Source: an optimization exercise on an open RTL-to-GDS flow (aim: small area and a short achievable clock period). Production flows keep margins and buffers that such runs may drop. Only simulation tests tie the RTL to the original design; equivalence was not proved. No activity file was given, so power comes from the tool's default toggle rates.

==> config.mk <==
export PLATFORM = sky130hd
export DESIGN_NAME = mips8_engine
export DESIGN_NICKNAME = mips8_engine
export VERILOG_FILES = /design/flow/design.v
export SDC_FILE = /design/flow/constraint.sdc
export NUM_CORES = 4
export LEC_CHECK = 0
export CAP_MARGIN = 20
export CORE_MARGIN = 2
export CORE_UTILIZATION = 40
export SETUP_SLACK_MARGIN = 4.0
export SLEW_MARGIN = 20
==> constraint.sdc <==
create_clock -name core_clock -period 11.0 [get_ports {clk}]
set_input_delay 2.2000 -clock core_clock [delete_from_list [all_inputs] [get_ports {clk}]]
set_output_delay 2.2000 -clock core_clock [all_outputs]
set_load 0.01 [all_outputs]
==> design.v <==
module mips8_engine (
    input  wire        clk,
    input  wire        reset,
    input  wire        host_rf_we,
    input  wire [4:0]  host_rf_idx,
    input  wire [31:0] host_rf_wdata,
    input  wire        host_rf_wpresent,
    output wire [31:0] host_rf_rdata,
    output wire        host_rf_rpresent,
    output wire        imem_req,
    output wire [31:0] imem_addr,
    input  wire        imem_valid,
    input  wire [63:0] imem_data,
    output wire        dmem_re,
    output wire        dmem_we,
    output wire [31:0] dmem_addr,
    output wire [31:0] dmem_wdata,
    input  wire [31:0] dmem_rdata,
    input  wire        dmem_present,
    output wire [7:0]  report_occ,
    output wire        report_stall,
    output wire        finished,
    output wire [2:0]  fault_code,
    output wire [31:0] fault_value,
    output wire [63:0] fault_word
);
    localparam [2:0] F_NONE    = 3'd0;
    localparam [2:0] F_ILLEGAL = 3'd1;
    localparam [2:0] F_REGABS  = 3'd2;
    localparam [2:0] F_MEMABS  = 3'd3;
    localparam [2:0] F_FETCH   = 3'd4;
    reg [31:0] rf      [0:31];
    reg [31:0] rf_present;
    reg [31:0] fetch_ptr;
    reg        finished_r;
    reg [2:0]  fault_code_r;
    reg        fault_rt;         
    reg        if1_v;
    reg [63:0] if1_instr;
    reg        if2_v;
    reg [63:0] if2_instr;
    reg        id_v;
    reg        id_stall;         
    reg        id_sub;
    reg        id_load;
    reg        id_store;
    reg        id_branch;
    reg        id_alu_reg;       
    reg        id_we;            
    reg        id_rr2;           
    reg [4:0]  id_rs;
    reg [4:0]  id_rt;
    reg [4:0]  id_wreg;
    reg [31:0] id_k;             
    reg [31:0] id_v1;            
    reg        id_p1;            
    reg [3:0]  id_s1;            
    reg [31:0] id_v2;            
    reg        id_p2;
    reg [3:0]  id_s2;
    reg        ex_v;
    reg        ex_we;
    reg        ex_load;
    reg        ex_store;
    reg [4:0]  ex_wreg;
    reg [31:0] ex_alu;
    reg [31:0] ex_opval2;
    reg        m1_v, m2_v, m3_v;
    reg        m1_we, m2_we, m3_we;
    reg [4:0]  m1_wreg, m2_wreg, m3_wreg;
    reg [31:0] m1_val, m2_val, m3_val;
    wire running = !reset && !finished_r && (fault_code_r == F_NONE);
    wire wb_v  = m3_v && m3_we;           
    wire wb_we = running && wb_v;          
    assign dmem_re    = running && ex_v && ex_load;
    assign dmem_we    = running && ex_v && ex_store;
    assign dmem_addr  = ex_alu;
    assign dmem_wdata = ex_opval2;
    wire mem_fault = dmem_re && !dmem_present;
    wire stall_cycle = id_v && id_stall;
    wire exec        = id_v && !id_stall;
    wire [31:0] opval1 = ({32{id_s1[0]}} & ex_alu)
                       | ({32{id_s1[1]}} & m1_val)
                       | ({32{id_s1[2]}} & m2_val)
                       | ({32{id_s1[3]}} & m3_val)
                       | ({32{id_s1 == 4'd0}} & id_v1);
    wire        pres1  = (id_s1 != 4'd0) || id_p1;
    wire [31:0] opval2 = ({32{id_s2[0]}} & ex_alu)
                       | ({32{id_s2[1]}} & m1_val)
                       | ({32{id_s2[2]}} & m2_val)
                       | ({32{id_s2[3]}} & m3_val)
                       | ({32{id_s2 == 4'd0}} & id_v2);
    wire        pres2  = (id_s2 != 4'd0) || id_p2;
    wire reg_fault1 = exec && !pres1;
    wire reg_fault2 = exec && id_rr2 && !pres2;
    wire reg_fault  = reg_fault1 || reg_fault2;
    wire [31:0] alu_b   = id_alu_reg ? opval2 : id_k;
    wire [31:0] alu_res = id_sub ? (opval1 - alu_b) : (opval1 + alu_b);
    wire        taken   = exec && id_branch && (opval1 != 32'd0);
    wire [7:0]  d_rd  = if2_instr[55:48];
    wire [7:0]  d_rs  = if2_instr[47:40];
    wire [7:0]  d_rt  = if2_instr[39:32];
    wire [31:0] d_imm = if2_instr[31:0];
    wire f_add_r = (if2_instr & 64'hFF00_0000_FFFF_FFFF) == 64'h0000_0000_0000_0000;
    wire f_add_l = (if2_instr & 64'hFF00_00FF_0000_0000) == 64'h0800_0000_0000_0000;
    wire f_sub_r = (if2_instr & 64'hFF00_0000_FFFF_FFFF) == 64'h1000_0000_0000_0000;
    wire f_sub_l = (if2_instr & 64'hFF00_00FF_0000_0000) == 64'h1800_0000_0000_0000;
    wire f_load  = (if2_instr & 64'hFFFF_0000_0000_0000) == 64'h2000_0000_0000_0000;
    wire f_store = (if2_instr & 64'hFFFF_0000_0000_0000) == 64'h3000_0000_0000_0000;
    wire f_bnz   = (if2_instr & 64'hFFFF_00FF_0000_0000) == 64'h4000_0000_0000_0000;
    wire d_arith  = f_add_r || f_add_l || f_sub_r || f_sub_l;
    wire d_reg2   = f_add_r || f_sub_r || f_store;           
    wire d_uses_rt = f_add_r || f_sub_r || f_load || f_store;
    wire d_regs_ok = (d_rs[7:5] == 3'd0)
                  && (!d_arith   || d_rd[7:5] == 3'd0)
                  && (!d_uses_rt || d_rt[7:5] == 3'd0);
    wire d_legal  = (d_arith || f_load || f_store || f_bnz) && d_regs_ok;
    wire [4:0] d_wreg = f_load ? d_rt[4:0] : d_rd[4:0];
    wire       d_we   = d_arith || f_load;
    wire [31:0] if2_pc    = fetch_ptr + {31'h7FFF_FFFF, !if1_v};
    wire [31:0] id_target = if2_pc + d_imm;
    wire illegal_fault = !stall_cycle && running && if2_v && !d_legal;
    wire e_hit  = exec && id_load &&
                  (id_wreg == d_rs[4:0] || (d_reg2 && id_wreg == d_rt[4:0]));
    wire m1_hit = ex_v && ex_load &&
                  (ex_wreg == d_rs[4:0] || (d_reg2 && ex_wreg == d_rt[4:0]));
    wire d_stall = e_hit || m1_hit;
    wire [4:0]  r1_idx  = stall_cycle ? id_rs : d_rs[4:0];
    wire [4:0]  r2_idx  = finished_r ? host_rf_idx :
                          stall_cycle ? id_rt : d_rt[4:0];
    wire [31:0] rf_rd1  = rf[r1_idx];
    wire        rf_rp1  = rf_present[r1_idx];
    wire [4:0]  r2_pipe = stall_cycle ? id_rt : d_rt[4:0];
    wire [31:0] oh2     = finished_r ? (32'd1 << host_rf_idx) : (32'd1 << r2_pipe);
    reg  [31:0] rf_rd2;
    reg         rf_rp2;
    integer     k;
    always @(*) begin
        rf_rd2 = 32'd0;
        rf_rp2 = 1'b0;
        for (k = 0; k < 32; k = k + 1) begin
            rf_rd2 = rf_rd2 | ({32{oh2[k]}} & rf[k]);
            rf_rp2 = rf_rp2 | (oh2[k] & rf_present[k]);
        end
    end
    assign host_rf_rdata    = rf_rd2;
    assign host_rf_rpresent = rf_rp2;
    function [3:0] fsel;
        input [4:0] r;
        begin
            if (exec && id_we && !id_load && id_wreg == r) fsel = 4'b0001;
            else if (ex_v && ex_we && ex_wreg == r)        fsel = 4'b0010;
            else if (m1_v && m1_we && m1_wreg == r)        fsel = 4'b0100;
            else if (m2_v && m2_we && m2_wreg == r)        fsel = 4'b1000;
            else                                           fsel = 4'b0000;
        end
    endfunction
    wire        wb_hit1 = wb_v && m3_wreg == r1_idx;
    wire        wb_hit2 = wb_v && m3_wreg == r2_idx;
    wire [31:0] n_v1    = wb_hit1 ? m3_val : rf_rd1;
    wire        n_p1    = wb_hit1 || rf_rp1;
    wire [31:0] n_v2    = wb_hit2 ? m3_val : rf_rd2;
    wire        n_p2    = wb_hit2 || rf_rp2;
    wire [3:0]  n_s1    = fsel(r1_idx);
    wire [3:0]  n_s2    = fsel(r2_idx);
    wire [31:0] fp = taken ? id_k : fetch_ptr;
    assign imem_req  = running && !stall_cycle && !mem_fault && !reg_fault && !illegal_fault;
    assign imem_addr = fp;
    wire fetch_fault = imem_req && fp[31];
    wire fetch_ok    = !fp[31] && imem_valid;
    wire any_fault = mem_fault || reg_fault || illegal_fault || fetch_fault;
    wire adv       = running && !any_fault;      
    wire adv_front = adv && !stall_cycle;        
    assign report_stall  = running && stall_cycle;
    assign report_occ[0] = running && (stall_cycle ? if1_v : fetch_ok);
    assign report_occ[1] = running && (stall_cycle ? if2_v : (if1_v && !taken));
    assign report_occ[2] = running && (stall_cycle ? 1'b1  : (if2_v && !taken));
    assign report_occ[3] = running && exec;
    assign report_occ[4] = running && ex_v;
    assign report_occ[5] = running && m1_v;
    assign report_occ[6] = running && m2_v;
    assign report_occ[7] = running && m3_v;
    assign finished    = finished_r;
    assign fault_code  = fault_code_r;
    reg [31:0] fault_value_c;
    always @(*) begin
        case (fault_code_r)
            F_ILLEGAL: fault_value_c = if2_pc;
            F_REGABS:  fault_value_c = {27'd0, fault_rt ? id_rt : id_rs};
            F_MEMABS:  fault_value_c = ex_alu;
            default:   fault_value_c = fetch_ptr;
        endcase
    end
    assign fault_value = fault_value_c;
    assign fault_word  = if2_instr;
    always @(posedge clk) begin
        if (reset && host_rf_we) begin
            rf[host_rf_idx]         <= host_rf_wdata;
            rf_present[host_rf_idx] <= host_rf_wpresent;
        end else if (wb_we) begin
            rf[m3_wreg]         <= m3_val;
            rf_present[m3_wreg] <= 1'b1;
        end
    end
    always @(posedge clk) begin
        if (reset) begin
            fault_code_r <= F_NONE;
        end else if (running && any_fault) begin
            fault_rt <= !reg_fault1;
            if (mem_fault)
                fault_code_r <= F_MEMABS;
            else if (reg_fault)
                fault_code_r <= F_REGABS;
            else if (illegal_fault)
                fault_code_r <= F_ILLEGAL;
            else
                fault_code_r <= F_FETCH;
        end
    end
    wire next_id_v  = if2_v && !taken;
    wire next_if2_v = if1_v && !taken;
    always @(posedge clk) begin
        m3_v    <= !reset && m2_v;
        m3_we   <= m2_we;
        m3_wreg <= m2_wreg;
        m3_val  <= m2_val;
        m2_v    <= !reset && m1_v;
        m2_we   <= m1_we;
        m2_wreg <= m1_wreg;
        m2_val  <= m1_val;
        m1_v    <= !reset && ex_v;
        m1_we   <= ex_we;
        m1_wreg <= ex_wreg;
        m1_val  <= ex_load ? dmem_rdata : ex_alu;
        ex_v      <= !reset && exec;       
        ex_we     <= id_we;
        ex_load   <= id_load;
        ex_store  <= id_store;
        ex_wreg   <= id_wreg;
        ex_opval2 <= opval2;
    end
    always @(posedge clk) begin
        if (adv)
            ex_alu <= alu_res;
    end
    always @(posedge clk) begin
        if (adv) begin
            id_v1 <= n_v1;
            id_p1 <= n_p1;
            id_s1 <= n_s1;
            id_v2 <= n_v2;
            id_p2 <= n_p2;
            id_s2 <= n_s2;
        end
    end
    always @(posedge clk) begin
        if (reset) begin
            fetch_ptr  <= 32'd0;
            finished_r <= 1'b0;
            if1_v <= 1'b0;
            if2_v <= 1'b0;
            id_v  <= 1'b0;
        end else if (running) begin
            if (any_fault) begin
                if (fetch_fault)
                    fetch_ptr <= fp;
            end else if (stall_cycle) begin
                id_stall <= 1'b0;
                finished_r <= 1'b0;
            end else begin
                id_v      <= next_id_v;
                id_stall  <= d_stall;
                id_sub    <= f_sub_r || f_sub_l;
                id_load   <= f_load;
                id_store  <= f_store;
                id_branch <= f_bnz;
                id_alu_reg <= f_add_r || f_sub_r;
                id_we     <= d_we;
                id_rr2    <= d_reg2;
                id_rs     <= d_rs[4:0];
                id_rt     <= d_rt[4:0];
                id_wreg   <= d_wreg;
                id_k      <= f_bnz ? id_target : d_imm;
                if2_v     <= next_if2_v;
                if2_instr <= if1_instr;
                if1_v <= fetch_ok;
                if (fetch_ok) begin
                    if1_instr <= imem_data;
                    fetch_ptr <= fp + 32'd1;
                end else begin
                    fetch_ptr <= fp;
                end
                finished_r <= !fetch_ok && !m2_v && !m1_v && !ex_v && !exec
                              && !next_id_v && !next_if2_v;
            end
        end
    end
endmodule
==> run.sh <==
#!/bin/bash
# synth_recipe.tcl (not shown) runs the flow's synth.tcl, then flattens the netlist and writes it again
# the make line also repeats each setting of config.mk as NAME=value (left out here)
make -C /OpenROAD-flow-scripts/flow DESIGN_CONFIG=/design/flow/config.mk WORK_HOME=/design/flow/orfs CLKGATE_MAP_FILE= SYNTH_SCRIPT=/design/flow/synth_recipe.tcl finish
==> metrics.md, run 1 <==
| Metric | Value |
|---|---|
| Final period util | `0.6423` |
| GRT Overall Usage | `0.3497` |
| Comb pwr share | `0.269` |
| Final nets | `7343` |
| Final setup violating endpoints | `0` |
| Clock group share of total power | `0.318` |
| CP endpoint kind | `output pin` |
| Syn avg cell area | `11.01 um2` |
| Post-synthesis sequential area ratio | `0.5997` |
| Max reg flops | `1024` |
| Max-slew violation count | `0` |
| Synth unique cells | `81` |
| Critical setup path kind | `in -> out` |
| Post-synth ARST share | `0` |
| Regs by FF count | `rf (1024), if1_instr (64), if2_instr (64)` |
| Fin. Hold Viols | `0` |
| Slew HR | `0.05297` |
| Worst-path cell chain | `buf_12, nand2b_4, o31ai_4, buf_6, nor2b_4, nand2_4, nor2_4, buf_12, buf_4, buf_12, a22o_1, a221oi_2, nand3_1, or4_4, buf_6` |
| Mapped Cells | `6721` |
| HP Start | `id_store$_DFFE_PP_` |
| Clk root buf | `clkbuf_16` |
| Die Ht | `434.0 um` |
| Net Switching | `6.229 mW` |
| Cell Area, Synth | `73980 um2` |
| Yosys reg bits | `1543` |
| Placer Congestion | `0.9863` |
| Setup TNS | `0 ns` |
| Most frequent cell after synthesis | `nand2_1` |
| Largest net degree at the start of global routing | `138` |
| Net Count, Synth | `6934` |
| Core Box Area | `183500 um2` |
| CP max-delay cell | `or4_4` |
| CP peak stage delay | `0.59 ns` |
| Pwr/cell area | `205.9 nW/um2` |
| Most flops, register | `rf` |
| CTS tree | `done` |
| Worst slew pin tran | `1.406 ns` |
| Worst hold path depth | `0` |
| Initial drt markers | `11670` |
| Hold buffers post-CTS | `0` |
| Clk_skew | `0.06509 ns` |
| Tmin final | `7.066 ns` |
| Synth area leaders | `edfxtp_1 55%, nand2_1 6.9%, dfxtp_1 5.3%, a22oi_1 4.9%, nand3_1 4.4%` |
| Layout cell share with drive strength beyond 1 | `0.1347` |
| Reg2reg end | `ex_alu[30]$_DFFE_PP_` |
| CP Launch Type | `input pin` |
| YS warnings | `1` |
| Leak | `31.37 nW` |
| Int Power | `12.21 mW` |
| DR WL/cell | `35.02 um` |
| Part of the power in registers | `0.413` |
| # IOs | `380` |
| Commonest cells post-synth | `1364 x nand2_1, 1346 x edfxtp_1, 652 x nand3_1` |
| Post-synth EDFFs | `1346` |
| Hold EP | `ex_store$_DFF_P_` |
| Pre-antenna DRT Iters | `14` |
| Top FF cell, synth | `edfxtp_1` |
| Vias in the first global route | `60120` |
| RSZ-0062 raised after global routing | `true` |
| Max cap viols | `0` |
| Synth-to-layout area growth | `21.08%` |
| Site Rows | `157` |
| Port-buffer cells | `379` |
| Peak Freq | `141.5 MHz` |
| Initial Util | `0.4032` |
| Post-Route WL | `341100 um` |
| Clock sinks | `1543` |
| Die width | `434.0 um` |
| Status | `complete, no violations` |
| Min-delay worst type | `reg -> reg` |
| First-pass GRT wire length | `465900 um` |
| DR vias/cell | `6.702` |
| Placed cell areas | `81040 um2` |
| Depth of the worst register-to-register path | `19` |
| Register-to-register setup slack | `4.12 ns` |
| Clock Pin Slew Worst Setup and Hold Paths | `0.06 ns` |
| H-tree levels | `4` |
| Net Sw Frac | `0.3377` |
| Antenna violations before repair | `15` |
| Detailed placement HPWL | `207200 um` |
| Critical Path AT | `4.87 ns` |
| CTS buffer count | `166` |
| Critical path peak fanout | `6` |
| CTS max path bufs | `3` |
| Die footprint | `188400 um2` |
| Most frequent CP cell | `buf_12` |
| DRC | `0` |
| Final ANT Viol Nets | `0` |
| Synth top area share | `0.5464` |
| Gr ovfl total | `0` |
| Clock Latency Late Sink | `0.86 ns` |
| VDD IR max | `0.1689 mV` |
| Vias post-DR | `65270` |
| CP required | `8.80 ns` |
| Reg-to-reg startpoint | `id_s2[1]$_SDFFCE_PP0P_` |
| Area leader, netlist | `edfxtp_1` |
| Final Instance Area | `89570 um2` |
## layout make-up
cell class	count	area, um2
diodes	7	17.52
clock buffers	194	4290
clock inverters	113	1316
fillers	16320	93910
inverters	101	404.1
multi-input cells	4603	28910
flip-flops and latches	1543	44370
well taps	2464	3083
repair buffers	715	7184
## per-stage QoR
| stage | setup slack [ns] | total power [mW] | cells | util | hold slack [ns] |
|---|---|---|---|---|---|
| 2_1_floorplan | 4.294 | 9.926 | 6721 | - | 0.3233 |
| 3_3_place_gp | 2.015 | 12.11 | 9242 | 0.4413 | 0.3376 |
| 3_5_place_dp | 2.098 | 12.16 | 9245 | 0.4417 | 0.3423 |
| 4_1_cts | 3.897 | 18.19 | 9698 | 0.4845 | 0.3393 |
| 5_1_grt | 3.911 | 18.93 | 9734 | 0.4881 | 0.3541 |
| 6_report | 3.934 | 18.44 | 9740 | 0.4882 | 0.3388 |
## cells by family (layout without fill, tap and decap cells)
family,after synthesis,count (layout),share of synthesized area
flip-flops,1543,1543,0.5997
other,0,7,0
multiplexers,169,169,0.02486
AND/OR/NAND/NOR,2680,2684,0.1647
buffers and inverters,579,1123,0.02973
AO/OA/AOI/OAI,1461,1461,0.1429
XOR/XNOR,215,215,0.02546
adder cells (fa/ha/maj),74,74,0.01272
## per-layer routing
layer,global-route usage,share of wire,vias up
li1,-,-,26420
met1,0.4352,0.35,31670
met2,0.5203,0.43,5796
met3,0.1155,0.15,1381
met4,0.2263,0.081,8
met5,0.002342,0.00024,-
## worst max path at each step
| stage | cells after the start | from | slack, ns | to |
|---|---|---|---|---|
| final | 15 | host_rf_idx[4] | 3.93 | host_rf_rpresent |
| after global routing | 14 | host_rf_idx[2] | 3.91 | host_rf_rdata[26] |
| after CTS | 13 | id_s1[3]$_SDFFCE_PP0P_ | 3.90 | report_occ[0] |
| after detailed placement | 10 | host_rf_idx[0] | 2.10 | host_rf_rdata[5] |
| after global placement | 11 | host_rf_idx[3] | 2.01 | host_rf_rdata[5] |
| after floorplan | 7 | reset | 4.29 | if1_instr[0]$_DFFE_PP_ |
## power by group through the flow
stage	Combinational, mW	Sequential [mW]	Clock (mW)
global route	5.20	7.62	6.11
CTS	4.73	7.57	5.89
global placement	4.42	7.69	0
detailed placement	4.47	7.69	0
finish	4.96	7.61	5.87
floorplan	2.54	7.39	0
## timing repair
item | CTS | global route
gates cloned | 9 | 4
gates resized for setup | 328 | 98
endpoints found under the setup margin | 81 | 44
buffers inserted | 137 | 29
pin swaps | 82 | 43
## critical path, delay by kind of cell
kind            cells  cell delay, ns
simple gates        6            1.19
buf+inv             6            0.91
compound gates      3            0.55
## cells in the final DEF (no fill, tap or decap), types with 72 or more instances in the layout
cell type	n
buf_4	242
xnor2_1	104
dfxtp_1	194
nor2_1	120
a22o_1	96
xor2_1	106
clkdlybuf4s50_1	317
nand4_1	98
nand2_1	1342
mux2_2	103
nand3_1	647
a22oi_1	483
and3_1	96
o21ai_0	168
edfxtp_1	1346
ha_1	72
a21oi_1	152
inv_1	93
a311oi_1	167
clkbuf_16	171
==> inputs of run 2 (changes only) <==
--- a/design.v
+++ b/design.v
@@ -35,5 +35,4 @@
     reg        finished_r;
     reg [2:0]  fault_code_r;
-    reg        fault_rt;         
     reg        if1_v;
     reg [63:0] if1_instr;
@@ -55,8 +54,9 @@
     reg [31:0] id_v1;            
     reg        id_p1;            
-    reg [3:0]  id_s1;            
+    reg [4:0]  id_s1;            
+    reg        id_nz1;           
     reg [31:0] id_v2;            
     reg        id_p2;
-    reg [3:0]  id_s2;
+    reg [4:0]  id_s2;
     reg        ex_v;
     reg        ex_we;
@@ -70,4 +70,5 @@
     reg [4:0]  m1_wreg, m2_wreg, m3_wreg;
     reg [31:0] m1_val, m2_val, m3_val;
+    reg        m1_nz, m2_nz, m3_nz;    
     wire running = !reset && !finished_r && (fault_code_r == F_NONE);
     wire wb_v  = m3_v && m3_we;           
@@ -84,18 +85,22 @@
                        | ({32{id_s1[2]}} & m2_val)
                        | ({32{id_s1[3]}} & m3_val)
-                       | ({32{id_s1 == 4'd0}} & id_v1);
-    wire        pres1  = (id_s1 != 4'd0) || id_p1;
+                       | ({32{id_s1[4]}} & id_v1);
+    wire        pres1  = !id_s1[4] || id_p1;
     wire [31:0] opval2 = ({32{id_s2[0]}} & ex_alu)
                        | ({32{id_s2[1]}} & m1_val)
                        | ({32{id_s2[2]}} & m2_val)
                        | ({32{id_s2[3]}} & m3_val)
-                       | ({32{id_s2 == 4'd0}} & id_v2);
-    wire        pres2  = (id_s2 != 4'd0) || id_p2;
+                       | ({32{id_s2[4]}} & id_v2);
+    wire        pres2  = !id_s2[4] || id_p2;
     wire reg_fault1 = exec && !pres1;
     wire reg_fault2 = exec && id_rr2 && !pres2;
     wire reg_fault  = reg_fault1 || reg_fault2;
     wire [31:0] alu_b   = id_alu_reg ? opval2 : id_k;
-    wire [31:0] alu_res = id_sub ? (opval1 - alu_b) : (opval1 + alu_b);
-    wire        taken   = exec && id_branch && (opval1 != 32'd0);
+    wire [31:0] alu_res = opval1 + (alu_b ^ {32{id_sub}}) + {31'd0, id_sub};
+    wire        ex_nz   = ex_alu != 32'd0;
+    wire        nz1     = (id_s1[0] && ex_nz) || (id_s1[1] && m1_nz) ||
+                          (id_s1[2] && m2_nz) || (id_s1[3] && m3_nz) ||
+                          (id_s1[4] && id_nz1);
+    wire        taken   = exec && id_branch && nz1;
     wire [7:0]  d_rd  = if2_instr[55:48];
     wire [7:0]  d_rs  = if2_instr[47:40];
@@ -146,12 +151,12 @@
     assign host_rf_rdata    = rf_rd2;
     assign host_rf_rpresent = rf_rp2;
-    function [3:0] fsel;
+    function [4:0] fsel;
         input [4:0] r;
         begin
-            if (exec && id_we && !id_load && id_wreg == r) fsel = 4'b0001;
-            else if (ex_v && ex_we && ex_wreg == r)        fsel = 4'b0010;
-            else if (m1_v && m1_we && m1_wreg == r)        fsel = 4'b0100;
-            else if (m2_v && m2_we && m2_wreg == r)        fsel = 4'b1000;
-            else                                           fsel = 4'b0000;
+            if (exec && id_we && !id_load && id_wreg == r) fsel = 5'b00001;
+            else if (ex_v && ex_we && ex_wreg == r)        fsel = 5'b00010;
+            else if (m1_v && m1_we && m1_wreg == r)        fsel = 5'b00100;
+            else if (m2_v && m2_we && m2_wreg == r)        fsel = 5'b01000;
+            else                                           fsel = 5'b10000;
         end
     endfunction
@@ -162,6 +167,7 @@
     wire [31:0] n_v2    = wb_hit2 ? m3_val : rf_rd2;
     wire        n_p2    = wb_hit2 || rf_rp2;
-    wire [3:0]  n_s1    = fsel(r1_idx);
-    wire [3:0]  n_s2    = fsel(r2_idx);
+    wire        n_nz1   = wb_hit1 ? m3_nz : (rf_rd1 != 32'd0);
+    wire [4:0]  n_s1    = fsel(r1_idx);
+    wire [4:0]  n_s2    = fsel(r2_idx);
     wire [31:0] fp = taken ? id_k : fetch_ptr;
     assign imem_req  = running && !stall_cycle && !mem_fault && !reg_fault && !illegal_fault;
@@ -183,15 +189,9 @@
     assign finished    = finished_r;
     assign fault_code  = fault_code_r;
-    reg [31:0] fault_value_c;
-    always @(*) begin
-        case (fault_code_r)
-            F_ILLEGAL: fault_value_c = if2_pc;
-            F_REGABS:  fault_value_c = {27'd0, fault_rt ? id_rt : id_rs};
-            F_MEMABS:  fault_value_c = ex_alu;
-            default:   fault_value_c = fetch_ptr;
-        endcase
-    end
-    assign fault_value = fault_value_c;
+    assign fault_value = fetch_ptr;
     assign fault_word  = if2_instr;
+    wire [31:0] fault_val = mem_fault     ? ex_alu :
+                            reg_fault     ? {27'd0, reg_fault1 ? id_rs : id_rt} :
+                            illegal_fault ? if2_pc : fp;
     always @(posedge clk) begin
         if (reset && host_rf_we) begin
@@ -207,5 +207,4 @@
             fault_code_r <= F_NONE;
         end else if (running && any_fault) begin
-            fault_rt <= !reg_fault1;
             if (mem_fault)
                 fault_code_r <= F_MEMABS;
@@ -233,4 +232,7 @@
         m1_wreg <= ex_wreg;
         m1_val  <= ex_load ? dmem_rdata : ex_alu;
+        m1_nz   <= ex_load ? (dmem_rdata != 32'd0) : ex_nz;
+        m2_nz   <= m1_nz;
+        m3_nz   <= m2_nz;
         ex_v      <= !reset && exec;       
         ex_we     <= id_we;
@@ -241,16 +243,12 @@
     end
     always @(posedge clk) begin
-        if (adv)
-            ex_alu <= alu_res;
-    end
-    always @(posedge clk) begin
-        if (adv) begin
-            id_v1 <= n_v1;
-            id_p1 <= n_p1;
-            id_s1 <= n_s1;
-            id_v2 <= n_v2;
-            id_p2 <= n_p2;
-            id_s2 <= n_s2;
-        end
+        ex_alu <= alu_res;
+        id_v1  <= n_v1;
+        id_p1  <= n_p1;
+        id_nz1 <= n_nz1;
+        id_s1  <= n_s1;
+        id_v2  <= n_v2;
+        id_p2  <= n_p2;
+        id_s2  <= n_s2;
     end
     always @(posedge clk) begin
@@ -263,6 +261,5 @@
         end else if (running) begin
             if (any_fault) begin
-                if (fetch_fault)
-                    fetch_ptr <= fp;
+                fetch_ptr <= fault_val;
             end else if (stall_cycle) begin
                 id_stall <= 1'b0;
--- a/config.mk
+++ b/config.mk
@@ -8,5 +8,5 @@
 export CAP_MARGIN = 20
 export CORE_MARGIN = 2
-export CORE_UTILIZATION = 40
-export SETUP_SLACK_MARGIN = 4.0
+export CORE_UTILIZATION = 50
+export SETUP_SLACK_MARGIN = 4.5
 export SLEW_MARGIN = 20
==> metrics.md, run 2 <==
| Metric | Value |
|---|---|
| Reg2reg end | `id_k[30]$_DFFE_PP_` |
| Most flops, register | `rf` |
| Dominant combinational cell family by area after synthesis | `compound AO/OA/AOI/OAI gates` |
| Post-synth ARST share | `0` |
| Most frequent cell after synthesis | `edfxtp_1` |
| Leak | `31.82 nW` |
| Clock Pin Slew Worst Setup and Hold Paths | `0.06 ns` |
| Worst hold path depth | `0` |
| Gr ovfl total | `0` |
| Worst setup path end | `host_rf_rdata[14]` |
| Clock Latency Late Sink | `0.82 ns` |
| YS warnings | `1` |
| Post-Route WL | `338200 um` |
| Synth unique cells | `99` |
| Clk_skew | `0.04316 ns` |
| CP Buf/Inv Count | `7` |
| Net Count, Synth | `6152` |
| Final setup violating endpoints | `0` |
| First-pass GRT wire length | `455700 um` |
| Core Box Area | `143500 um2` |
| Synth area leaders | `edfxtp_1 52%, dfxtp_1 8.6%, nand2_1 4.7%, a22oi_1 4.5%, mux2_2 3.7%` |
| Placer Congestion | `0.9913` |
| Post-synthesis compound-gate area fraction | `0.1536` |
| # IOs | `380` |
| Final nets | `6797` |
| Int Power | `12.27 mW` |
| Syn avg cell area | `12.16 um2` |
| Commonest cells post-synth | `1239 x edfxtp_1, 907 x nand2_1, 436 x a22oi_1` |
| Clk root buf | `clkbuf_16` |
| Xor-xnor portion of the synthesized cell area | `0.02522` |
| RSZ-0062 raised after global routing | `true` |
| Status | `complete, no violations` |
| Initial drt markers | `11170` |
| Detailed placement HPWL | `198000 um` |
| Net Sw Frac | `0.3340` |
| DR WL/cell | `39.14 um` |
| Pwr/cell area | `206.0 nW/um2` |
| Max reg flops | `1024` |
| Worst slew pin tran | `1.372 ns` |
| Fin. Hold Viols | `0` |
| Worst-path cell chain | `buf_12, nor2b_4, a31o_4, or2_4, buf_12, buf_8, nor2_4, buf_12, clkbuf_16, buf_12, a22oi_2, nand4_1, or4_4, buf_6` |
| Final Non-Filler Cells | `8641` |
| Critical path peak fanout | `6` |
| Setup TNS | `0 ns` |
| Clock group share of total power | `0.313` |
| CP required | `8.80 ns` |
| CP Launch Type | `input pin` |
| Max-slew violation count | `0` |
| Depth of the worst register-to-register path | `19` |
| Synth top area share | `0.5151` |
| Adder-cell share of the synthesized area | `0.01268` |
| Dpl cells | `7992` |
| Final ANT Viol Nets | `0` |
| Vias in the first global route | `57740` |
| Die footprint | `147500 um2` |
| Tmin final | `6.837 ns` |
| Critical setup path kind | `in -> out` |
| Net Switching | `6.155 mW` |
| Initial Util | `0.5034` |
| Most frequent CP cell | `buf_12` |
| Cell Area, Synth | `72230 um2` |
| Critical path's top delay family | `simple AND/OR/NAND/NOR gates` |
| Most frequent cells in the layout | `1239 x edfxtp_1, 898 x nand2_1, 384 x a22oi_1` |
| CP peak stage delay | `0.60 ns` |
| Part of the power in registers | `0.408` |
| Synth-to-layout area growth | `23.85%` |
| Peak Freq | `146.3 MHz` |
| Register-to-register setup slack | `5.20 ns` |
| CP endpoint kind | `output pin` |
| VDD IR max | `0.1889 mV` |
| Max cap viols | `0` |
| Area leader, netlist | `edfxtp_1` |
| CP max-delay cell | `or4_4` |
| Vias post-DR | `62380` |
| CP Depth | `14` |
| Crit path from | `host_rf_idx[1]` |
| H-tree levels | `4` |
| CTS max path bufs | `3` |
| CTS buffer count | `166` |
| Reg-to-reg startpoint | `if1_v$_SDFFE_PP0P_` |
| Post-synthesis mux area share | `0.06920` |
| Post-synth EDFFs | `1239` |
| Die width | `384.1 um` |
| Slew HR | `0.08542` |
| Clock sinks | `1548` |
| DRC | `0` |
| DR vias/cell | `7.219` |
| Final period util | `0.6216` |
| Post-synthesis sequential area ratio | `0.6007` |
| CTS tree | `done` |
| Top FF cell, synth | `edfxtp_1` |
| Regs by FF count | `rf (1024), if1_instr (64), if2_instr (64)` |
| Commonest non-fill, non-tap cell in the layout | `edfxtp_1` |
| Pre-CTS setup slack | `1.946 ns` |
| Comb pwr share | `0.279` |
| Pre-antenna DRT Iters | `10` |
| Critical Path AT | `4.64 ns` |
| Site Rows | `139` |
| Final setup margin | `4.163 ns` |
| Port-buffer cells | `379` |
| GRT Overall Usage | `0.4419` |
| Hold buffers post-CTS | `0` |
| Min-delay worst type | `reg -> reg` |
| Simple logic cell fraction of the synthesized area | `0.1090` |
| Mapped Cells | `5941` |
| Layout cell share with drive strength beyond 1 | `0.1973` |
| Antenna violations before repair | `15` |
| Largest net degree at the start of global routing | `152` |
| Die Ht | `384.1 um` |
| Yosys reg bits | `1548` |
-- run 2: changes by cell type after synthesis, sizes merged, moves of 75 or more --
| cell | change |
|---|---|
| o21ai | -75 |
| a311oi | -161 |
| mux2 | +130 |
| a221oi | +85 |
| nor2 | +113 |
| dfxtp | +112 |
| edfxtp | -107 |
| o22ai | +97 |
| nand3 | -557 |
| clkbuf | -207 |
| nand2 | -452 |
| mux2i | +168 |
| buf | +127 |
-- run 2: worst min-delay path by stage --
stage,endpoint,start
after floorplan,ex_store$_DFF_P_,id_store$_DFFE_PP_
after global placement,m2_we$_DFF_P_,m1_we$_DFF_P_
after detailed placement,m2_we$_DFF_P_,m1_we$_DFF_P_
after CTS,m2_we$_DFF_P_,m1_we$_DFF_P_
after global routing,ex_store$_DFF_P_,id_store$_DFFE_PP_
final,ex_store$_DFF_P_,id_store$_DFFE_PP_
-- run 2: logic make-up after synthesis --
logic type,count (synthesis)
adders and majority gates,72
AOI/OAI and AO/OA,1473
DFF,1548
and+or+nand+nor,1721
muxes,467
xor gates and xnor gates,208
buffers and inverters,452
-- run 2: area by class of cell --
type / instances / area [um2]
well taps: 1903 / 2381
clock buffers: 215 / 4502
flip-flops and latches: 1548 / 43400
multi-input cells: 3948 / 28340
clock inverters: 94 / 989.7
inverters: 54 / 221.5
diodes: 11 / 27.53
fillers: 11150 / 54020
repair buffers: 868 / 9599
-- run 2: per-layer routing --
| layer | vias to the layer above | part of all wire | GRT usage |
|---|---|---|---|
| met5 | - | 0.00049 | 0.004548 |
| met1 | 30220 | 0.34 | 0.5438 |
| met3 | 1562 | 0.15 | 0.1651 |
| met4 | 14 | 0.086 | 0.3046 |
| li1 | 24650 | - | - |
| met2 | 5943 | 0.42 | 0.6435 |
-- run 2: repair_timing --
item,4_1_cts,5_1_grt
resized for setup,517,104
setup buffers,216,81
endpoints found under the setup margin,95,34
pin swaps,112,102
gates cloned,22,3
-- run 2: power by group through the flow --
| stage | logic [mW] | registers [mW] | clock network, mW |
|---|---|---|---|
| 4_1_cts | 4.81 | 7.49 | 5.75 |
| 3_5_place_dp | 4.41 | 7.61 | 0 |
| 5_1_grt | 5.33 | 7.54 | 5.98 |
| 6_report | 5.14 | 7.53 | 5.76 |
| 3_3_place_gp | 4.38 | 7.60 | 0 |
| 2_1_floorplan | 2.43 | 7.33 | 0 |
-- run 2: stage by stage --
step	hold slack, ns	cell area [um2]	utilization	power, mW
3_3_place_gp	0.3367	78420	0.5465	11.99
2_1_floorplan	0.3233	72250	-	9.760
4_1_cts	0.3507	88060	0.6137	18.06
3_5_place_dp	0.3368	78460	0.5468	12.02
5_1_grt	0.3660	89440	0.6234	18.85
6_report	0.3510	89460	0.6235	18.43
==> inputs of run 3 (changes only) <==
--- a/design.v
+++ b/design.v
@@ -32,6 +32,14 @@
     reg [31:0] rf      [0:31];
     reg [31:0] rf_present;
+    wire [1023:0] rf_flat;
+    genvar gi;
+    generate
+        for (gi = 0; gi < 32; gi = gi + 1) begin : g_flat
+            assign rf_flat[32*gi +: 32] = rf[gi];
+        end
+    endgenerate
     reg [31:0] fetch_ptr;
     reg        finished_r;
+    reg        stopped_r;        
     reg [2:0]  fault_code_r;
     reg        if1_v;
@@ -70,6 +78,7 @@
     reg [4:0]  m1_wreg, m2_wreg, m3_wreg;
     reg [31:0] m1_val, m2_val, m3_val;
+    reg        ex_nz;                  
     reg        m1_nz, m2_nz, m3_nz;    
-    wire running = !reset && !finished_r && (fault_code_r == F_NONE);
+    wire running = !reset && !stopped_r;
     wire wb_v  = m3_v && m3_we;           
     wire wb_we = running && wb_v;          
@@ -97,6 +106,7 @@
     wire reg_fault  = reg_fault1 || reg_fault2;
     wire [31:0] alu_b   = id_alu_reg ? opval2 : id_k;
-    wire [31:0] alu_res = opval1 + (alu_b ^ {32{id_sub}}) + {31'd0, id_sub};
-    wire        ex_nz   = ex_alu != 32'd0;
+    wire [31:0] alu_bx  = alu_b ^ {32{id_sub}};
+    wire [31:0] alu_res = opval1 + alu_bx + {31'd0, id_sub};
+    wire        alu_zero = ((opval1 ^ alu_bx) ^ {opval1[30:0] | alu_bx[30:0], id_sub}) == 32'd0;
     wire        nz1     = (id_s1[0] && ex_nz) || (id_s1[1] && m1_nz) ||
                           (id_s1[2] && m2_nz) || (id_s1[3] && m3_nz) ||
@@ -134,19 +144,27 @@
     wire [4:0]  r2_idx  = finished_r ? host_rf_idx :
                           stall_cycle ? id_rt : d_rt[4:0];
-    wire [31:0] rf_rd1  = rf[r1_idx];
-    wire        rf_rp1  = rf_present[r1_idx];
+    wire [31:0] oh1;
+    wire [31:0] rf_rd1;
+    wire        rf_rp1;
+    m8_dec5 u_dec1 (.a(r1_idx), .y(oh1));
+    mips8_rf_sel u_rd1 (
+        .rf_flat (rf_flat),
+        .rf_pres (rf_present),
+        .line    (oh1),
+        .rdata   (rf_rd1),
+        .rpresent(rf_rp1)
+    );
     wire [4:0]  r2_pipe = stall_cycle ? id_rt : d_rt[4:0];
-    wire [31:0] oh2     = finished_r ? (32'd1 << host_rf_idx) : (32'd1 << r2_pipe);
-    reg  [31:0] rf_rd2;
-    reg         rf_rp2;
-    integer     k;
-    always @(*) begin
-        rf_rd2 = 32'd0;
-        rf_rp2 = 1'b0;
-        for (k = 0; k < 32; k = k + 1) begin
-            rf_rd2 = rf_rd2 | ({32{oh2[k]}} & rf[k]);
-            rf_rp2 = rf_rp2 | (oh2[k] & rf_present[k]);
-        end
-    end
+    wire [31:0] rf_rd2;
+    wire        rf_rp2;
+    mips8_rf_read2 u_rd2 (
+        .rf_flat (rf_flat),
+        .rf_pres (rf_present),
+        .host    (finished_r),
+        .host_idx(host_rf_idx),
+        .pipe_idx(r2_pipe),
+        .rdata   (rf_rd2),
+        .rpresent(rf_rp2)
+    );
     assign host_rf_rdata    = rf_rd2;
     assign host_rf_rpresent = rf_rp2;
@@ -194,11 +212,16 @@
                             reg_fault     ? {27'd0, reg_fault1 ? id_rs : id_rt} :
                             illegal_fault ? if2_pc : fp;
+    wire        host_we = reset && host_rf_we;
+    wire [31:0] rf_wsel = host_we ? (32'd1 << host_rf_idx) :
+                          wb_we   ? (32'd1 << m3_wreg) : 32'd0;
+    wire [31:0] rf_wd   = reset ? host_rf_wdata : m3_val;
+    wire        rf_wp   = !reset || host_rf_wpresent;
+    integer     w;
     always @(posedge clk) begin
-        if (reset && host_rf_we) begin
-            rf[host_rf_idx]         <= host_rf_wdata;
-            rf_present[host_rf_idx] <= host_rf_wpresent;
-        end else if (wb_we) begin
-            rf[m3_wreg]         <= m3_val;
-            rf_present[m3_wreg] <= 1'b1;
+        for (w = 0; w < 32; w = w + 1) begin
+            if (rf_wsel[w]) begin
+                rf[w]         <= rf_wd;
+                rf_present[w] <= rf_wp;
+            end
         end
     end
@@ -206,5 +229,9 @@
         if (reset) begin
             fault_code_r <= F_NONE;
-        end else if (running && any_fault) begin
+            stopped_r    <= 1'b0;
+        end else if (running) begin
+            stopped_r <= any_fault || (!stall_cycle && fin_cond);
+        end
+        if (!reset && running && any_fault) begin
             if (mem_fault)
                 fault_code_r <= F_MEMABS;
@@ -219,4 +246,6 @@
     wire next_id_v  = if2_v && !taken;
     wire next_if2_v = if1_v && !taken;
+    wire fin_cond   = !fetch_ok && !m2_v && !m1_v && !ex_v && !exec
+                      && !next_id_v && !next_if2_v;
     always @(posedge clk) begin
         m3_v    <= !reset && m2_v;
@@ -233,4 +262,5 @@
         m1_val  <= ex_load ? dmem_rdata : ex_alu;
         m1_nz   <= ex_load ? (dmem_rdata != 32'd0) : ex_nz;
+        ex_nz   <= !alu_zero;
         m2_nz   <= m1_nz;
         m3_nz   <= m2_nz;
@@ -288,8 +318,92 @@
                     fetch_ptr <= fp;
                 end
-                finished_r <= !fetch_ok && !m2_v && !m1_v && !ex_v && !exec
-                              && !next_id_v && !next_if2_v;
+                finished_r <= fin_cond;
             end
         end
     end
 endmodule
+module mips8_rf_read2 (
+    input  wire [1023:0] rf_flat,
+    input  wire [31:0]   rf_pres,
+    input  wire          host,
+    input  wire [4:0]    host_idx,
+    input  wire [4:0]    pipe_idx,
+    output wire [31:0]   rdata,
+    output wire          rpresent
+);
+    wire [3:0] ha, pa;
+    wire [7:0] hb, pb;
+    m8_dec2 u_ha (.en(host),  .a(host_idx[1:0]), .y(ha));
+    m8_dec2 u_pa (.en(!host), .a(pipe_idx[1:0]), .y(pa));
+    m8_dec3 u_hb (.a(host_idx[4:2]), .y(hb));
+    m8_dec3 u_pb (.a(pipe_idx[4:2]), .y(pb));
+    wire [31:0] line;
+    genvar i;
+    generate
+        for (i = 0; i < 32; i = i + 1) begin : g_line
+            m8_a22o u_l (.a1(ha[i % 4]), .a2(hb[i / 4]), .b1(pa[i % 4]), .b2(pb[i / 4]),
+                         .y(line[i]));
+        end
+    endgenerate
+    mips8_rf_sel u_sel (
+        .rf_flat (rf_flat),
+        .rf_pres (rf_pres),
+        .line    (line),
+        .rdata   (rdata),
+        .rpresent(rpresent)
+    );
+endmodule
+module m8_dec2 (input wire en, input wire [1:0] a, output wire [3:0] y);
+    assign y = en ? (4'd1 << a) : 4'd0;
+endmodule
+module m8_dec3 (input wire [2:0] a, output wire [7:0] y);
+    assign y = 8'd1 << a;
+endmodule
+module m8_a22o (input wire a1, input wire a2, input wire b1, input wire b2, output wire y);
+    assign y = (a1 & a2) | (b1 & b2);
+endmodule
+module m8_ao8 (input wire [7:0] l, input wire [7:0] d, output wire y);
+    assign y = |(l & d);
+endmodule
+module m8_nor2 (input wire a, input wire b, output wire y);
+    assign y = !(a | b);
+endmodule
+module m8_nand2 (input wire a, input wire b, output wire y);
+    assign y = !(a & b);
+endmodule
+module mips8_rf_sel (
+    input  wire [1023:0] rf_flat,
+    input  wire [31:0]   rf_pres,
+    input  wire [31:0]   line,
+    output wire [31:0]   rdata,
+    output wire          rpresent
+);
+    genvar i, b;
+    generate
+        for (b = 0; b < 33; b = b + 1) begin : g_bit
+            wire [31:0] d;
+            if (b < 32) begin : g_d
+                for (i = 0; i < 32; i = i + 1) begin : g_r
+                    assign d[i] = rf_flat[32*i + b];
+                end
+            end else begin : g_p
+                assign d = rf_pres;
+            end
+            wire [3:0]  u;
+            wire [1:0]  v;
+            for (i = 0; i < 4; i = i + 1) begin : g_u
+                m8_ao8 u_u (.l(line[8*i +: 8]), .d(d[8*i +: 8]), .y(u[i]));
+            end
+            m8_nor2  u_v0 (.a(u[0]), .b(u[1]), .y(v[0]));
+            m8_nor2  u_v1 (.a(u[2]), .b(u[3]), .y(v[1]));
+            if (b < 32) begin : g_o
+                m8_nand2 u_o (.a(v[0]), .b(v[1]), .y(rdata[b]));
+            end else begin : g_op
+                m8_nand2 u_o (.a(v[0]), .b(v[1]), .y(rpresent));
+            end
+        end
+    endgenerate
+endmodule
+module m8_dec5 (input wire [4:0] a, output wire [31:0] y);
+    assign y = 32'd1 << a;
+endmodule
==> flow/run.sh (new file) <==
#!/bin/bash
# The standard layout (the standard.sh: standard synthesis, floorplan,
# placement, CTS, routing, finish), with one change: before global placement
# flow/pre_gpl.tcl marks the delay cells and clock buffers don't-use for that
# step, so buffer_ports puts a buf_1 (not a delay cell) on every input and
# output port. Each tool's log is kept under orfs/logs/ as usual; make's own
# output goes to flow_make.log.
set -euo pipefail
export PRE_GLOBAL_PLACE_TCL="$PWD/flow/pre_gpl.tcl"
bash standard.sh finish > flow_make.log 2>&1
==> flow/pre_gpl.tcl (new file) <==
# Before global placement: keep buffer_ports from picking delay cells or clock
# buffers for the port buffers, so it puts a buf_1 on every port.
set_dont_use {sky130_fd_sc_hd__clkdlybuf4s* sky130_fd_sc_hd__dlygate* sky130_fd_sc_hd__dlymetal* sky130_fd_sc_hd__clkbuf_*}
==> standard.sh (new file) <==
#!/bin/bash
# synth_recipe.tcl (not shown) runs the flow's synth.tcl, then flattens the netlist and writes it again
# the make line also repeats each setting of config.mk as NAME=value (left out here)
make -C /OpenROAD-flow-scripts/flow DESIGN_CONFIG=/design/flow/config.mk WORK_HOME=/design/flow/orfs CLKGATE_MAP_FILE= SYNTH_SCRIPT=/design/flow/synth_recipe.tcl "${@:-finish}"
--- a/config.mk
+++ b/config.mk
@@ -8,5 +8,9 @@
 export CAP_MARGIN = 20
 export CORE_MARGIN = 2
-export CORE_UTILIZATION = 50
-export SETUP_SLACK_MARGIN = 4.5
+export CORE_UTILIZATION = 60
+export CTS_CLUSTER_DIAMETER = 80
+export CTS_CLUSTER_SIZE = 20
+export SETUP_SLACK_MARGIN = 4.9
 export SLEW_MARGIN = 20
+export SYNTH_HIERARCHICAL = 1
+export SYNTH_MINIMUM_KEEP_SIZE = 0
removed: run.sh
==> metrics.md, run 3 <==
| Metric | Value |
|---|---|
| Worst hold path depth | `0` |
| RSZ-0062 raised after global routing | `true` |
| Final period util | `0.5942` |
| Most flops, register | `rf` |
| Register-to-register setup slack | `4.54 ns` |
| Syn avg cell area | `13.12 um2` |
| Crit path from | `host_rf_idx[1]` |
| Die width | `340.6 um` |
| Adder-cell share of the synthesized area | `0.01807` |
| YS warnings | `8` |
| Post-Route WL | `266300 um` |
| Commonest cells post-synth | `1242 x edfxtp_1, 1125 x a22oi_1, 325 x nor2_1` |
| Hold buffers post-CTS | `0` |
| # IOs | `380` |
| CP endpoint kind | `output pin` |
| Pwr/cell area | `181.6 nW/um2` |
| Final nets | `6104` |
| Final setup violating endpoints | `0` |
| Reg2reg end | `id_p2$_DFF_P_` |
| CP required | `8.80 ns` |
| Die footprint | `116000 um2` |
| Detailed placement HPWL | `175000 um` |
| Synth unique cells | `90` |
| Max reg flops | `1024` |
| Synth top area share | `0.5486` |
| Tmin final | `6.537 ns` |
| CTS max path bufs | `3` |
| Most frequent cells in the layout | `1242 x edfxtp_1, 1049 x a22oi_1, 378 x buf_1` |
| Worst setup path end | `host_rf_rdata[12]` |
| CTS buffer count | `90` |
| Xor-xnor portion of the synthesized cell area | `0.03118` |
| Most frequent cell after synthesis | `edfxtp_1` |
| Layout cell share with drive strength beyond 1 | `0.1588` |
| Simple logic cell fraction of the synthesized area | `0.09470` |
| DR vias/cell | `7.531` |
| Pre-antenna DRT Iters | `9` |
| Initial Util | `0.6043` |
| Slew HR | `0.1549` |
| Max cap viols | `0` |
| Min-delay worst type | `reg -> reg` |
| Critical Path AT | `4.34 ns` |
| Critical setup path kind | `in -> out` |
| Yosys reg bits | `1550` |
| Finished Core Util | `0.7017` |
| Site Rows | `123` |
| Clock Pin Slew Worst Setup and Hold Paths | `0.08 ns` |
| VDD IR max | `0.1652 mV` |
| Synth-to-layout area growth | `16.13%` |
| Placer Congestion | `0.9905` |
| Clk root buf | `clkbuf_16` |
| Net Count, Synth | `5416` |
| Regs by FF count | `rf (1024), if1_instr (64), if2_instr (64)` |
| Cell Area, Synth | `67980 um2` |
| Peak Freq | `153.0 MHz` |
| Core Box Area | `112500 um2` |
| Post-synthesis mux area share | `0.02950` |
| Fin. Hold Viols | `0` |
| Post-synthesis compound-gate area fraction | `0.1720` |
| Post-synth ARST share | `0` |
| Depth of the worst register-to-register path | `33` |
| Worst hold slack | `0.3628 ns` |
| Top FF cell, synth | `edfxtp_1` |
| Max-slew violation count | `0` |
| Final ANT Viol Nets | `0` |
| Largest net degree at the start of global routing | `82` |
| Gr ovfl total | `0` |
| Dominant combinational cell family by area after synthesis | `compound AO/OA/AOI/OAI gates` |
| Initial drt markers | `11190` |
| Vias post-DR | `55970` |
| Clock Latency Late Sink | `0.73 ns` |
| DRC | `0` |
| Post-synth EDFFs | `1242` |
| Worst slew pin tran | `1.268 ns` |
| CTS tree | `done` |
| Synth area leaders | `edfxtp_1 55%, a22oi_1 12%, dfxtp_1 9.1%, nand4_1 3.0%, mux2_2 2.3%` |
| Post-synthesis sequential area ratio | `0.6394` |
| Leak | `26.56 nW` |
| Area leader, netlist | `edfxtp_1` |
| Clk_skew | `0.03028 ns` |
| GRT Overall Usage | `0.4425` |
| First-pass GRT wire length | `370600 um` |
| Critical path peak fanout | `33` |
| Status | `complete, no violations` |
| Commonest non-fill, non-tap cell in the layout | `edfxtp_1` |
| Die Ht | `340.6 um` |
| H-tree levels | `3` |
| Clock sinks | `1550` |
| DR WL/cell | `35.83 um` |
| Antenna violations before repair | `17` |
| Port-buffer cells | `379` |
| Setup TNS | `0 ns` |
| Vias in the first global route | `51670` |
| CP Launch Type | `input pin` |
| Mapped Cells | `5180` |
| Reg-to-reg startpoint | `id_v$_SDFFE_PP0P_` |
run 3: timing repair:
action | CTS | global route
endpoints found under the setup margin | 79 | 80
pin swaps | 122 | 133
setup buffers | 158 | 41
gates resized for setup | 394 | 198
gates cloned | 16 | 2
run 3: worst min path at each step:
| stage | from | endpoint |
|---|---|---|
| 2_1_floorplan | id_store$_DFFE_PP_ | ex_store$_DFF_P_ |
| 3_3_place_gp | id_store$_DFFE_PP_ | ex_store$_DFF_P_ |
| 3_5_place_dp | id_store$_DFFE_PP_ | ex_store$_DFF_P_ |
| 4_1_cts | m2_nz$_DFF_P_ | m3_nz$_DFF_P_ |
| 5_1_grt | m2_nz$_DFF_P_ | m3_nz$_DFF_P_ |
| 6_report | m2_nz$_DFF_P_ | m3_nz$_DFF_P_ |
run 3: worst max-delay path, cell delays in order:
cell	delay (ns)
buf_12	0.10
and3b_4	0.26
a22o_1	0.27
buf_12	0.18
a22oi_2	0.23
nand4_1	0.39
nor2_2	0.33
nand2_2	0.15
buf_6	0.15
run 3: cells by family after synthesis:
| kind of cell | Yosys count |
|---|---|
| muxes | 182 |
| AOI/OAI and AO/OA | 1589 |
| adders and majority gates | 97 |
| and+or+nand+nor | 1262 |
| DFF | 1550 |
| xor gates and xnor gates | 242 |
| buffers and inverters | 258 |
run 3: layout make-up:
type | instances | area (um2)
multi-input combinational | 3381 | 25430
clock inverter | 16 | 172.7
sequential | 1550 | 43460
timing repair buffer | 731 | 5089
inverter | 114 | 432.9
antenna | 12 | 30.03
fill | 7977 | 33560
tap | 1500 | 1877
clock buffer | 128 | 2447
run 3: report_power, final:
part / leakage, nW / switching, mW / internal [mW]
sequential: 13.9 / 0.562 / 6.98
combinational: 11.4 / 2.09 / 1.15
clock: 1.26 / 1.96 / 1.58
run 3: routing by layer:
layer | part of all wire | global-route usage
met1 | 0.35 | 0.5956
met5 | 0.00028 | 0.002859
met4 | 0.073 | 0.2490
met3 | 0.16 | 0.1410
met2 | 0.42 | 0.6375
run 3: Yosys stat by module, one instance, submodules excluded, excerpt:
module,times used,cell area (um2),cells,flip-flops and latches
m8_nor2,132,3.754,1,0
m8_nand2,66,3.754,1,0
mips8_engine,1,56950,3558,1550
m8_dec3,2,65.06,8,0
m8_dec2,2,37.54,4,0
m8_a22o,32,8.758,1,0
m8_ao8,264,36.28,5,0
m8_dec5,1,214.0,47,0
mips8_rf_read2,1,3.754,1,0
run 3: per-stage QoR:
stage          worst slack [ns]  power (mW)  std cells  cell area, um2
3_5_place_dp              3.106       10.34       7053           72020
4_1_cts                   4.576       14.01       7371           77590
6_report                  4.463       14.33       7432           78940
5_1_grt                   4.506       14.68       7428           78930
2_1_floorplan             5.072       9.000       5180           67990
3_3_place_gp              3.126       10.31       7050           71940
==> inputs of run 4 (changes only) <==
--- a/design.v
+++ b/design.v
@@ -107,5 +107,6 @@
     wire [31:0] alu_b   = id_alu_reg ? opval2 : id_k;
     wire [31:0] alu_bx  = alu_b ^ {32{id_sub}};
-    wire [31:0] alu_res = opval1 + alu_bx + {31'd0, id_sub};
+    wire [31:0] alu_res;
+    m8_add32 u_alu_add (.a(opval1), .b(alu_bx), .cin(id_sub), .s(alu_res));
     wire        alu_zero = ((opval1 ^ alu_bx) ^ {opval1[30:0] | alu_bx[30:0], id_sub}) == 32'd0;
     wire        nz1     = (id_s1[0] && ex_nz) || (id_s1[1] && m1_nz) ||
@@ -408,2 +409,39 @@
     assign y = 32'd1 << a;
 endmodule
+module m8_add32 (input wire [31:0] a, input wire [31:0] b, input wire cin,
+                 output wire [31:0] s);
+    wire [31:0] p = a ^ b;
+    wire [31:0] g0 = {a[31:1] & b[31:1], (a[0] & b[0]) | (p[0] & cin)};
+    wire [31:0] gu [0:5];
+    wire [31:0] pu [0:5];
+    assign gu[0] = g0;
+    assign pu[0] = p;
+    genvar l, i;
+    generate
+        for (l = 1; l <= 5; l = l + 1) begin : g_up
+            for (i = 0; i < 32; i = i + 1) begin : g_b
+                if ((i % (1 << l)) == (1 << l) - 1) begin : g_node
+                    assign gu[l][i] = gu[l-1][i] | (pu[l-1][i] & gu[l-1][i - (1 << (l-1))]);
+                    assign pu[l][i] = pu[l-1][i] & pu[l-1][i - (1 << (l-1))];
+                end else begin : g_pass
+                    assign gu[l][i] = gu[l-1][i];
+                    assign pu[l][i] = pu[l-1][i];
+                end
+            end
+        end
+    endgenerate
+    wire [31:0] gd [0:5];
+    assign gd[5] = gu[5];
+    generate
+        for (l = 4; l >= 0; l = l - 1) begin : g_dn
+            for (i = 0; i < 32; i = i + 1) begin : g_b
+                if (i >= (1 << (l+1)) && (i % (1 << (l+1))) == (1 << l) - 1) begin : g_node
+                    assign gd[l][i] = gu[l][i] | (pu[l][i] & gd[l+1][i - (1 << l)]);
+                end else begin : g_pass
+                    assign gd[l][i] = gd[l+1][i];
+                end
+            end
+        end
+    endgenerate
+    assign s = p ^ {gd[0][30:0], cin};
+endmodule
--- a/config.mk
+++ b/config.mk
@@ -11,5 +11,5 @@
 export CTS_CLUSTER_DIAMETER = 80
 export CTS_CLUSTER_SIZE = 20
-export SETUP_SLACK_MARGIN = 4.9
+export SETUP_SLACK_MARGIN = 4.5
 export SLEW_MARGIN = 20
 export SYNTH_HIERARCHICAL = 1
==> metrics.md, run 4 <==
| Metric | Value |
|---|---|
| Status | `complete, no violations` |
| CTS max path bufs | `3` |
| GRT Overall Usage | `0.4179` |
| # IOs | `380` |
| CP Launch Type | `input pin` |
| CP required | `8.80 ns` |
| Leak | `25.34 nW` |
| Clk_skew | `0.03039 ns` |
| Final nets | `5867` |
| Max-slew violation count | `0` |
| RSZ-0062 raised after global routing | `true` |
| Most frequent CP cell | `buf_12` |
| Vias post-DR | `53050` |
| Met1 Use GR | `0.5779` |
| Synth unique cells | `94` |
| Grt met3 use | `0.1265` |
| Cell Area, Synth | `67710 um2` |
| DR vias/cell | `7.402` |
| YS warnings | `9` |
| Worst setup path end | `host_rf_rdata[8]` |
| Met2 Usage GRT | `0.6174` |
| Critical setup path kind | `in -> out` |
| Layout cell share with drive strength beyond 1 | `0.1182` |
| DRC | `0` |
| Max reg flops | `1024` |
| Pwr/cell area | `176.9 nW/um2` |
| Depth of the worst register-to-register path | `14` |
| Vias in the first global route | `48850` |
| Mapped Cells | `5103` |
| Synth-to-layout area growth | `12.53%` |
| Yosys reg bits | `1550` |
| Largest net degree at the start of global routing | `76` |
| Gr ovfl total | `0` |
| HP Start | `id_store$_DFFE_PP_` |
| Die footprint | `115600 um2` |
| Clock Latency Late Sink | `0.74 ns` |
| Die width | `339.9 um` |
| Crit path from | `host_rf_idx[1]` |
| Peak Freq | `151.5 MHz` |
| Finished Core Util | `0.6792` |
| Most frequent cell after synthesis | `edfxtp_1` |
| Placer Congestion | `1.007` |
| Site Rows | `123` |
| CP peak stage delay | `0.36 ns` |
| Antenna violations before repair | `10` |
| Clock sinks | `1550` |
| Initial Util | `0.6035` |
| CTS tree | `done` |
| Reg-to-reg startpoint | `id_v$_SDFFE_PP0P_` |
| Post-synth ARST share | `0` |
| Min-delay worst type | `reg -> reg` |
| Port-buffer cells | `379` |
| Clock Pin Slew Worst Setup and Hold Paths | `0.08 ns` |
| Post-Route WL | `251500 um` |
| Setup TNS | `0 ns` |
| Initial drt markers | `8952` |
| DR WL/cell | `35.09 um` |
| CP max-delay cell | `nor2_4` |
| Commonest cells post-synth | `1242 x edfxtp_1, 1126 x a22oi_1, 339 x nand2_1` |
| Worst hold slack | `0.3466 ns` |
| Post-synth EDFFs | `1242` |
| Critical path peak fanout | `8` |
| Max cap viols | `0` |
| Hold buffers post-CTS | `0` |
| Tmin final | `6.599 ns` |
| H-tree levels | `3` |
| Reg2reg end | `id_nz1$_DFF_P_` |
| Core Box Area | `112200 um2` |
| Final ANT Viol Nets | `0` |
| Post-synthesis sequential area ratio | `0.6419` |
| Critical Path AT | `4.40 ns` |
| Synth area leaders | `edfxtp_1 55%, a22oi_1 12%, dfxtp_1 9.1%, nand4_1 3.1%, mux2_2 2.4%` |
| Slew HR | `0.1566` |
| Synth top area share | `0.5508` |
| Worst slew pin tran | `1.265 ns` |
| Busiest metal layer after global routing | `met2` |
| Regs by FF count | `rf (1024), if1_instr (64), if2_instr (64)` |
| Detailed placement HPWL | `168500 um` |
| Fin. Hold Viols | `0` |
| Pre-antenna DRT Iters | `7` |
| First-pass GRT wire length | `348900 um` |
| Commonest non-fill, non-tap cell in the layout | `edfxtp_1` |
| Top FF cell, synth | `edfxtp_1` |
| Most flops, register | `rf` |
| CTS buffer count | `89` |
| Register-to-register setup slack | `4.68 ns` |
| Net Count, Synth | `5353` |
| Most frequent cells in the layout | `1242 x edfxtp_1, 1104 x a22oi_1, 383 x buf_1` |
| Clk root buf | `clkbuf_16` |
| VDD IR max | `0.1758 mV` |
| CP endpoint kind | `output pin` |
| Syn avg cell area | `13.27 um2` |
| Final setup violating endpoints | `0` |
| Die Ht | `339.9 um` |
| Total power draw | `13.48 mW` |
| Final period util | `0.5999` |
| Worst-path cell chain | `buf_12, and3b_2, a22o_4, buf_12, buf_12, a22oi_1, nand4_1, nor2_4, nand2_2, buf_1` |
| Area leader, netlist | `edfxtp_1` |
-- run 4: final cells by class --
class,count,area (um2)
multi-input cells,3301,24640
inverters,133,516.7
repair inverters,1,5.005
diodes,1,2.502
repair buffers,541,3033
clock inverters,14,172.7
fillers,8131,36000
well taps,1500,1877
flip-flops and latches,1550,43460
clock buffers,127,2485
-- run 4: cell families after synthesis --
group           synth area share
compound gates            0.1679
flops                     0.6419
xor+xnor                 0.03014
simple gates             0.09129
buf+inv                  0.01480
fa+ha+maj                0.02251
mux                      0.03152
-- run 4: what timing repair did --
action / 4_1_cts / 5_1_grt
pin swaps: 33 / 51
setup endpoints to repair: 140 / 68
setup buffers: 8 / 15
gates resized for setup: 224 / 99
gates cloned: 3 / 7
-- run 4: layer usage --
layer  vias to the layer above  wire, um  share of wire
met5                         -        68        0.00027
met4                        10     13250          0.053
met1                     26130     90420           0.36
met3                       713     38510           0.15
li1                      21730         -              -
met2                      4474    109200           0.43
-- run 4: Yosys stat by module, one instance, submodules excluded, a selection --
| module | cells inside | flops+latches | times used |
|---|---|---|---|
| mips8_rf_read2 | 1 | 0 | 1 |
| m8_nand2 | 1 | 0 | 66 |
| m8_ao8 | 5 | 0 | 264 |
| m8_nor2 | 1 | 0 | 132 |
| m8_add32 | 146 | 0 | 1 |
| m8_dec2 | 4 | 0 | 2 |
| mips8_engine | 3335 | 1550 | 1 |
| m8_dec3 | 8 | 0 | 2 |
| m8_a22o | 1 | 0 | 32 |
| m8_dec5 | 47 | 0 | 1 |
-- run 4: critical path: cells and delay by family --
family,cells,cell delay (ns)
AOI/OAI and AO/OA,2,0.51
buffers and inverters,4,0.60
and+or+nand+nor,4,1.06
-- run 4: worst min path at each step --
stage                     cells after the start  slack (ns)               end
after floorplan                               0        0.32  ex_store$_DFF_P_
after global placement                        0        0.33  ex_store$_DFF_P_
after detailed placement                      0        0.33  ex_store$_DFF_P_
after CTS                                     0        0.35  ex_store$_DFF_P_
after global routing                          0        0.36  ex_store$_DFF_P_
final                                         0        0.35  ex_store$_DFF_P_
-- run 4: stage by stage --
step	setup slack, ns	instances	cell area [um2]
after floorplan	4.849	5103	67710
after global placement	2.488	6986	71820
after detailed placement	2.286	6990	71920
after CTS	4.488	7142	75450
after global routing	4.424	7168	76200
final	4.401	7168	76200
-- run 4: where the power goes --
part	internal [mW]	total (mW)	leakage, nW	switching [mW]
sequential	6.94	7.44	13.9	0.505
combinational	0.764	2.47	10.2	1.71
clock	1.63	3.56	1.30	1.93

[static timing again, ports no longer ideal]
In the flow no input, the clock included, has a driving cell. The finished layouts below were timed again as built, in two steps.
Step 1 (the two cells are an assumption about what drives the block):
set clk [get_ports {clk}]
set_driving_cell -lib_cell sky130_fd_sc_hd__clkbuf_16 $clk
set_driving_cell -lib_cell sky130_fd_sc_hd__buf_2 [delete_from_list [all_inputs] $clk]
Step 2 also shifts input and output timing later by t, the mid clock arrival at the registers, as if the neighbouring blocks saw the same clock.
Slacks: ideal / step 1 / step 2; pairs: ideal / step 1.
| run | shift t [ns] | slack for setup (ns) | worst setup path after step 2 |
|---|---|---|---|
| run 1 | 0.913 | 3.934 / 3.847 / 3.638 | input to register |
| run 2 | 0.883 | 4.163 / 4.101 / 4.099 | input to register |
| run 3 | 0.790 | 4.463 / 4.399 / 3.721 | input to register |
| run 4 | 0.802 | 4.401 / 4.238 / 4.033 | input to register |
After both steps every run listed still meets setup and hold. For run 3, which loses most, drivers alone change the setup slack by -0.064 ns; drivers and shift together by -0.742 ns.
